What follows belongs to an exercise in optimizing a design on an open flow for small area; a production flow would make more cautious choices.
In this exercise RTL edits were held to simulation tests only and were not proved equivalent to the original.
No activity file was given, so power comes from the tool's default toggle rates.

== v6 ==
// fdc_mapper
module fdc_mapper (
    input             clk,
    input             rst,           
    input             req_valid,
    output            req_ready,
    input      [7:0]  heads,
    input      [15:0] tracks,
    input      [15:0] spt,           
    input      [15:0] first_sector,
    input      [15:0] sector_size,
    input             interleaved,
    input             sides_swapped,
    input             reverse_side0,
    input             reverse_side1,
    input      [7:0]  track,
    input             side,
    input      [7:0]  sector,
    output reg        rsp_valid,
    output     [63:0] offset,
    output     [1:0]  err,           
    output            past_end       
);
==> module fdc_mapper, before the edit <==
module fdc_mapper (
    input             clk,
    input             rst,           
    input             req_valid,
    output            req_ready,
    input      [7:0]  heads,
    input      [15:0] tracks,
    input      [15:0] spt,           
    input      [15:0] first_sector,
    input      [15:0] sector_size,
    input             interleaved,
    input             sides_swapped,
    input             reverse_side0,
    input             reverse_side1,
    input      [7:0]  track,
    input             side,
    input      [7:0]  sector,
    output reg        rsp_valid,
    output     [63:0] offset,
    output     [1:0]  err,           
    output            past_end       
);
    reg        busy;
    reg [2:0]  op;
    reg [5:0]  j;
    assign req_ready = ~busy;
    wire take = req_valid & ~busy;
    wire long_op = (op[1] & op[0]) | (op[2] & op[1]);    
    wire op_end  = long_op ? (j == 6'd40) : (j == 6'd24);
    wire first   = (j == 6'd0);
    wire ext     = (j > 6'd24);                           
    wire done    = busy & op_end & (op == 3'd7);
    always @(posedge clk) begin
        if (rst) begin
            busy      <= 1'b0;
            rsp_valid <= 1'b0;
        end else begin
            rsp_valid <= done;
            if (take)
                busy <= 1'b1;
            else if (done)
                busy <= 1'b0;
        end
        if (~busy | op_end)
            j <= 6'd0;
        else
            j <= j + 6'd1;
        if (~busy)
            op <= 3'd0;
        else if (op_end)
            op <= op + 3'd1;
    end
    reg [7:0]  H, TRK, ND;                 
    reg [15:0] S, SS;
    reg        sp, rev, inter, below;
    wire [8:0] dcy;
    wire [7:0] nd;
    assign dcy[0] = 1'b0;
    genvar k;
    generate
        for (k = 0; k < 8; k = k + 1) begin : g_dsub
            assign nd[k]    = first_sector[k] ^ ~sector[k] ^ dcy[k];
            assign dcy[k+1] = (first_sector[k] & ~sector[k]) | (first_sector[k] & dcy[k]) | (~sector[k] & dcy[k]);
        end
    endgenerate
    wire       sp_in = side ^ sides_swapped;
    always @(posedge clk) begin
        if (~busy) begin
            H     <= heads;
            S     <= spt;
            SS    <= sector_size;
            TRK   <= track;
            ND    <= nd;
            below <= dcy[8] | (|first_sector[15:8]);
            sp    <= sp_in;
            rev   <= sp_in ? reverse_side1 : reverse_side0;
            inter <= interleaved;
        end
    end
    wire e1   = sp & ~(|H);
    wire ssnz = |SS;
    reg  qneg, sx;
    wire nneg = sx;
    reg [56:0] R;
    wire [15:0] T = R[15:0];
    wire tap = R[16];
    wire sp0 = first & sp;
    wire op_tp = ~op[1] & ~op[0];                  
    wire op_xn = ~op[1] &  op[0];                  
    wire op_nq = (op == 3'd2);
    wire op_q  = (op == 3'd3);
    wire op_n  = (op == 3'd6);
    wire op_p  = (op == 3'd7);
    wire b = (op_tp & (rev | first))
           | (op_xn & (inter ? tap : sp0))
           | (op_nq & ~j[5] & ~j[4] & ~j[3] & H[j[2:0]])
           | (op_q  & (ext ? sx : ~tap))
           | (op_n  & (ext ? sx : tap))
           | (op_p  & R[0] & ~e1 & ~below & ~nneg);
    wire cin = (op_xn & (inter ? sp0 : tap))
             | (op_nq & ~tap);
    wire        g_trk = b & op_tp;
    wire        g_h   = b & op_xn & inter;
    wire        g_t   = b & ((op_xn & ~inter) | op_nq);
    wire        g_s   = b & (op_q | op_n);
    wire        g_ss  = b & op_p;
    wire [15:0] bm = ({16{g_trk}} & {8'd0, TRK})
                   | ({16{g_h}}   & {8'd0, H})
                   | ({16{g_t}}   & T)
                   | ({16{g_s}}   & S)
                   | ({16{g_ss}}  & SS);
    wire        c_t = first & op_tp & rev;
    wire        c_d = first & (op_q | op_n);
    wire [15:0] A = ({16{~first}} & R[56:41])
                  | ({16{c_t}} & T)
                  | ({16{c_d}} & {8'd0, ~ND});
    wire [16:0] cy;
    wire [15:0] sm;
    assign cy[0] = cin;
    genvar i;
    generate
        for (i = 0; i < 16; i = i + 1) begin : g_add
            assign sm[i]   = A[i] ^ bm[i] ^ cy[i];
            assign cy[i+1] = (A[i] & bm[i]) | (A[i] & cy[i]) | (bm[i] & cy[i]);
        end
    endgenerate
    wire [16:0] sum = {cy[16], sm};
    always @(posedge clk) begin
        R[56:16] <= {sum, R[40:17]};
        if (~busy)
            R[15:0] <= tracks;
        else if (op[2] & op[1])
            R[15:0] <= R[16:1];
        if ((op_q | op_n) & (j == 6'd24)) sx <= b;
        if (op_n & op_end) sx <= sum[0];
        if (op_q & op_end) qneg <= sum[0];
    end
    assign offset   = {7'd0, R[56:0]};
    assign err      = e1 ? 2'd1 : below ? 2'd2 : (nneg & ssnz) ? 2'd3 : 2'd0;
    assign past_end = ~e1 & ~below & ~qneg & ssnz;
endmodule
Settings: LEC_CHECK=0, CAP_MARGIN=20, CORE_MARGIN=2, CORE_UTILIZATION=40, SLEW_MARGIN=20; clock period 25.0 ns.
standard.sh (not shown) runs the stock make flow with config.mk's settings and CLKGATE_MAP_FILE= SYNTH_SCRIPT=/design/flow/synth_recipe.tcl, a recipe that flattens the netlist after the stock synthesis.
==> flow/flow/run.sh <==
#!/bin/bash
# The standard layout, with the smallest plain buffer on the ports and a
# clock tree of small buffers without dummy loads.
set -euo pipefail
export BUFFER_PORTS_ARGS="-buffer_cell sky130_fd_sc_hd__buf_1"
export CTS_ARGS="-sink_clustering_enable -repair_clock_nets -dont_use_dummy_load -root_buf sky130_fd_sc_hd__clkbuf_16 -buf_list sky130_fd_sc_hd__clkbuf_4"
bash standard.sh > standard.log 2>&1
Changes in v7 relative to v6:
--- a/flow/design.v
+++ b/flow/design.v
@@ -82,37 +82,38 @@
     reg  qneg, sx;
     wire nneg = sx;
     reg [56:0] R;
     wire [15:0] T = R[15:0];
     wire tap = R[16];
     wire sp0 = first & sp;
+    wire rot = ~j[5] & ~j[4];                      
     wire op_tp = ~op[1] & ~op[0];                  
     wire op_xn = ~op[1] &  op[0];                  
     wire op_nq = (op == 3'd2);
     wire op_q  = (op == 3'd3);
     wire op_n  = (op == 3'd6);
     wire op_p  = (op == 3'd7);
     wire b = (op_tp & (rev | first))
-           | (op_xn & (inter ? tap : sp0))
-           | (op_nq & ~j[5] & ~j[4] & ~j[3] & H[j[2:0]])
+           | (op_xn & tap)
+           | (op_nq & rot & R[0])
            | (op_q  & (ext ? sx : ~tap))
            | (op_n  & (ext ? sx : tap))
            | (op_p  & R[0] & ~e1 & ~below & ~nneg);
-    wire cin = (op_xn & (inter ? sp0 : tap))
+    wire cin = (op_xn & inter & sp0)
              | (op_nq & ~tap);
     wire        g_trk = b & op_tp;
-    wire        g_h   = b & op_xn & inter;
-    wire        g_t   = b & ((op_xn & ~inter) | op_nq);
+    wire        g_h   = b & ((op_xn & inter) | op_nq);
+    wire        g_one = b & op_xn & ~inter;
     wire        g_s   = b & (op_q | op_n);
     wire        g_ss  = b & op_p;
     wire [15:0] bm = ({16{g_trk}} & {8'd0, TRK})
                    | ({16{g_h}}   & {8'd0, H})
-                   | ({16{g_t}}   & T)
+                   | {15'd0, g_one}
                    | ({16{g_s}}   & S)
                    | ({16{g_ss}}  & SS);
-    wire        c_t = first & op_tp & rev;
+    wire        c_t = first & ((op_tp & rev) | (op_xn & ~inter & sp));
     wire        c_d = first & (op_q | op_n);
     wire [15:0] A = ({16{~first}} & R[56:41])
                   | ({16{c_t}} & T)
                   | ({16{c_d}} & {8'd0, ~ND});
     wire [16:0] cy;
     wire [15:0] sm;
@@ -126,14 +127,14 @@
     endgenerate
     wire [16:0] sum = {cy[16], sm};
     always @(posedge clk) begin
         R[56:16] <= {sum, R[40:17]};
         if (~busy)
             R[15:0] <= tracks;
-        else if (op[2] & op[1])
-            R[15:0] <= R[16:1];
+        else if (op[2] & op[1] | op_nq & rot)
+            R[15:0] <= {op_nq ? R[0] : R[16], R[15:1]};
         if ((op_q | op_n) & (j == 6'd24)) sx <= b;
         if (op_n & op_end) sx <= sum[0];
         if (op_q & op_end) qneg <= sum[0];
     end
     assign offset   = {7'd0, R[56:0]};
     assign err      = e1 ? 2'd1 : below ? 2'd2 : (nneg & ssnz) ? 2'd3 : 2'd0;
Notes after the runs:
- Compared to v6, v7 has post-detailed-route wirelength per cell about 0.44% higher.
- Looking at total met3 wirelength after detailed routing, v7 sits about 30% lower than v6 does.
- v6 -> v7: count of mapped cells out of synthesis decreased by a few percent
- Layout multi-input combinational cell count | v7 below v6
- Diff v6 -> v7: layout buffering overhead excluding clock cells picked up an extra 0.33 points; power consumed by the clock network neither gained nor lost much; register-to-register path setup slack lost 0.90 ns; wire length reported by the detailed router lost 1.3%.
- Higher final worst clock skew among v7 and v6: v7
- v7 vs v6, signal arrival time at the worst endpoint went up by 0.83 ns.
- Max summed area of non-filler cells in the final layout across v7 and v6: v6
- Post-placement setup slack on v7 is behind v6.
- Of v7 and v6, v6 shows the lower total met2 wirelength after detailed routing, with v7 above it.

* * *

The RTL this note starts from:
==> flow/design.v <==
module fdc_mapper (
    input             clk,
    input             rst,           
    input             req_valid,
    output            req_ready,
    input      [7:0]  heads,
    input      [15:0] tracks,
    input      [15:0] spt,           
    input      [15:0] first_sector,
    input      [15:0] sector_size,
    input             interleaved,
    input             sides_swapped,
    input             reverse_side0,
    input             reverse_side1,
    input      [7:0]  track,
    input             side,
    input      [7:0]  sector,
    output reg        rsp_valid,
    output     [63:0] offset,
    output     [1:0]  err,           
    output            past_end       
);
    reg        busy;
    reg [2:0]  op;
    reg [5:0]  j;
    assign req_ready = ~busy;
    wire take = req_valid & ~busy;
    wire long_op = (op[1] & op[0]) | (op[2] & op[1]);    
    wire op_end  = long_op ? (j == 6'd40) : (j == 6'd24);
    wire first   = (j == 6'd0);
    wire ext     = (j > 6'd24);                           
    wire done    = busy & op_end & (op == 3'd7);
    always @(posedge clk) begin
        if (rst) begin
            busy      <= 1'b0;
            rsp_valid <= 1'b0;
        end else begin
            rsp_valid <= done;
            if (take)
                busy <= 1'b1;
            else if (done)
                busy <= 1'b0;
        end
        if (~busy | op_end)
            j <= 6'd0;
        else
            j <= j + 6'd1;
        if (~busy)
            op <= 3'd0;
        else if (op_end)
            op <= op + 3'd1;
    end
    reg [7:0]  H, TRK, ND;                 
    reg [15:0] S, SS;
    reg        sp, rev, inter, below;
    wire [8:0] dcy;
    wire [7:0] nd;
    assign dcy[0] = 1'b0;
    genvar k;
    generate
        for (k = 0; k < 8; k = k + 1) begin : g_dsub
            assign nd[k]    = first_sector[k] ^ ~sector[k] ^ dcy[k];
            assign dcy[k+1] = (first_sector[k] & ~sector[k]) | (first_sector[k] & dcy[k]) | (~sector[k] & dcy[k]);
        end
    endgenerate
    wire       sp_in = side ^ sides_swapped;
    always @(posedge clk) begin
        if (~busy) begin
            H     <= heads;
            S     <= spt;
            SS    <= sector_size;
            TRK   <= track;
            ND    <= nd;
            below <= dcy[8] | (|first_sector[15:8]);
            sp    <= sp_in;
            rev   <= sp_in ? reverse_side1 : reverse_side0;
            inter <= interleaved;
        end
    end
    wire e1   = sp & ~(|H);
    wire ssnz = |SS;
    reg  qneg, sx;
    wire nneg = sx;
    reg [56:0] R;
    wire [15:0] T = R[15:0];
    wire tap = R[16];
    wire sp0 = first & sp;
    wire op_tp = ~op[1] & ~op[0];                  
    wire op_xn = ~op[1] &  op[0];                  
    wire op_nq = (op == 3'd2);
    wire op_q  = (op == 3'd3);
    wire op_n  = (op == 3'd6);
    wire op_p  = (op == 3'd7);
    wire b = (op_tp & (rev | first))
           | (op_xn & (inter ? tap : sp0))
           | (op_nq & ~j[5] & ~j[4] & ~j[3] & H[j[2:0]])
           | (op_q  & (ext ? sx : ~tap))
           | (op_n  & (ext ? sx : tap))
           | (op_p  & R[0] & ~e1 & ~below & ~nneg);
    wire cin = (op_xn & (inter ? sp0 : tap))
             | (op_nq & ~tap);
    wire        g_trk = b & op_tp;
    wire        g_h   = b & op_xn & inter;
    wire        g_t   = b & ((op_xn & ~inter) | op_nq);
    wire        g_s   = b & (op_q | op_n);
    wire        g_ss  = b & op_p;
    wire [15:0] bm = ({16{g_trk}} & {8'd0, TRK})
                   | ({16{g_h}}   & {8'd0, H})
                   | ({16{g_t}}   & T)
                   | ({16{g_s}}   & S)
                   | ({16{g_ss}}  & SS);
    wire        c_t = first & op_tp & rev;
    wire        c_d = first & (op_q | op_n);
    wire [15:0] A = ({16{~first}} & R[56:41])
                  | ({16{c_t}} & T)
                  | ({16{c_d}} & {8'd0, ~ND});
    wire [16:0] cy;
    wire [15:0] sm;
    assign cy[0] = cin;
    genvar i;
    generate
        for (i = 0; i < 16; i = i + 1) begin : g_add
            assign sm[i]   = A[i] ^ bm[i] ^ cy[i];
            assign cy[i+1] = (A[i] & bm[i]) | (A[i] & cy[i]) | (bm[i] & cy[i]);
        end
    endgenerate
    wire [16:0] sum = {cy[16], sm};
    always @(posedge clk) begin
        R[56:16] <= {sum, R[40:17]};
        if (~busy)
            R[15:0] <= tracks;
        else if (op[2] & op[1])
            R[15:0] <= R[16:1];
        if ((op_q | op_n) & (j == 6'd24)) sx <= b;
        if (op_n & op_end) sx <= sum[0];
        if (op_q & op_end) qneg <= sum[0];
    end
    assign offset   = {7'd0, R[56:0]};
    assign err      = e1 ? 2'd1 : below ? 2'd2 : (nneg & ssnz) ? 2'd3 : 2'd0;
    assign past_end = ~e1 & ~below & ~qneg & ssnz;
endmodule
clock: 25.0 ns
lec_check: 0
cap_margin: 20
core_margin: 2
core_utilization: 40
slew_margin: 20
==> flow/flow/run.sh <==
#!/bin/bash
# The standard layout, with the smallest plain buffer on the ports and a
# clock tree of small buffers without dummy loads.
set -euo pipefail
export BUFFER_PORTS_ARGS="-buffer_cell sky130_fd_sc_hd__buf_1"
export CTS_ARGS="-sink_clustering_enable -repair_clock_nets -dont_use_dummy_load -buf_list sky130_fd_sc_hd__clkbuf_8"
bash standard.sh > standard.log 2>&1
==> next run, changes <==
--- a/flow/design.v
+++ b/flow/design.v
@@ -48,32 +48,33 @@
         if (~busy)
             op <= 3'd0;
         else if (op_end)
             op <= op + 3'd1;
     end
-    reg [7:0]  H, TRK, ND;                 
+    reg [7:0]  H, TRK, D;
     reg [15:0] S, SS;
     reg        sp, rev, inter, below;
     wire [8:0] dcy;
-    wire [7:0] nd;
-    assign dcy[0] = 1'b0;
+    wire [8:0] dsub;
+    assign dcy[0] = 1'b1;
     genvar k;
     generate
         for (k = 0; k < 8; k = k + 1) begin : g_dsub
-            assign nd[k]    = first_sector[k] ^ ~sector[k] ^ dcy[k];
-            assign dcy[k+1] = (first_sector[k] & ~sector[k]) | (first_sector[k] & dcy[k]) | (~sector[k] & dcy[k]);
+            assign dsub[k]  = sector[k] ^ ~first_sector[k] ^ dcy[k];
+            assign dcy[k+1] = (sector[k] & ~first_sector[k]) | (sector[k] & dcy[k]) | (~first_sector[k] & dcy[k]);
         end
     endgenerate
+    assign dsub[8] = ~dcy[8];                      
     wire       sp_in = side ^ sides_swapped;
     always @(posedge clk) begin
         if (~busy) begin
             H     <= heads;
             S     <= spt;
             SS    <= sector_size;
             TRK   <= track;
-            ND    <= nd;
-            below <= dcy[8] | (|first_sector[15:8]);
+            D     <= dsub[7:0];
+            below <= dsub[8] | (|first_sector[15:8]);
             sp    <= sp_in;
             rev   <= sp_in ? reverse_side1 : reverse_side0;
             inter <= interleaved;
         end
     end
@@ -111,11 +112,11 @@
                    | ({16{g_ss}}  & SS);
     wire        c_t = first & op_tp & rev;
     wire        c_d = first & (op_q | op_n);
     wire [15:0] A = ({16{~first}} & R[56:41])
                   | ({16{c_t}} & T)
-                  | ({16{c_d}} & {8'd0, ~ND});
+                  | ({16{c_d}} & {8'd0, D});
     wire [16:0] cy;
     wire [15:0] sm;
     assign cy[0] = cin;
     genvar i;
     generate
Outcome: Setup slack got worse by 0.084 ns. Final cell count barely changes. Utilization is about the same. Synthesized cell count went down slightly. Fmax came out lower slightly. Routed wire length goes up slightly. Global-route usage barely changes.

-- afterwards: timing with drivers on the ports --
The results above use ideal ports. As a check the final layouts listed here were re-extracted and re-timed, cells and wires unchanged. Step 1 sets driving cells, clkbuf_16 on the clock port and buf_2 on the other inputs (assumed; they add their load-dependent delay and slew). Step 2 also shifts input and output timing later by t, the mid clock arrival at the registers, as if the neighbouring blocks saw the same clock. Slacks: ideal / step 1 / step 2; pairs: ideal / step 1.
| run | t, ns | setup slack, ns | hold slack, ns | worst setup path after step 2 | worst slew at a driven data input, ns |
|---|---|---|---|---|---|
| v6 | 0.391 | 16.980 / 16.996 / 16.605 | 0.330 / 0.330 / 0.330 | input to register | 0.04 |
| v7 | 0.384 | 16.289 / 16.289 / 16.289 | 0.313 / 0.313 / 0.313 | register to register | 0.05 |
| the first run of note 2 | 0.464 | 17.046 / 17.059 / 16.595 | 0.334 / 0.334 / 0.334 | input to register | 0.04 |
| the second run of note 2 | 0.469 | 16.963 / 16.976 / 16.508 | 0.348 / 0.348 / 0.348 | input to register | 0.06 |
After both steps setup and hold are still met in every run listed. The setup slack of the second run of note 2, which loses most, moves by +0.013 ns with the drivers and by -0.455 ns with both steps.
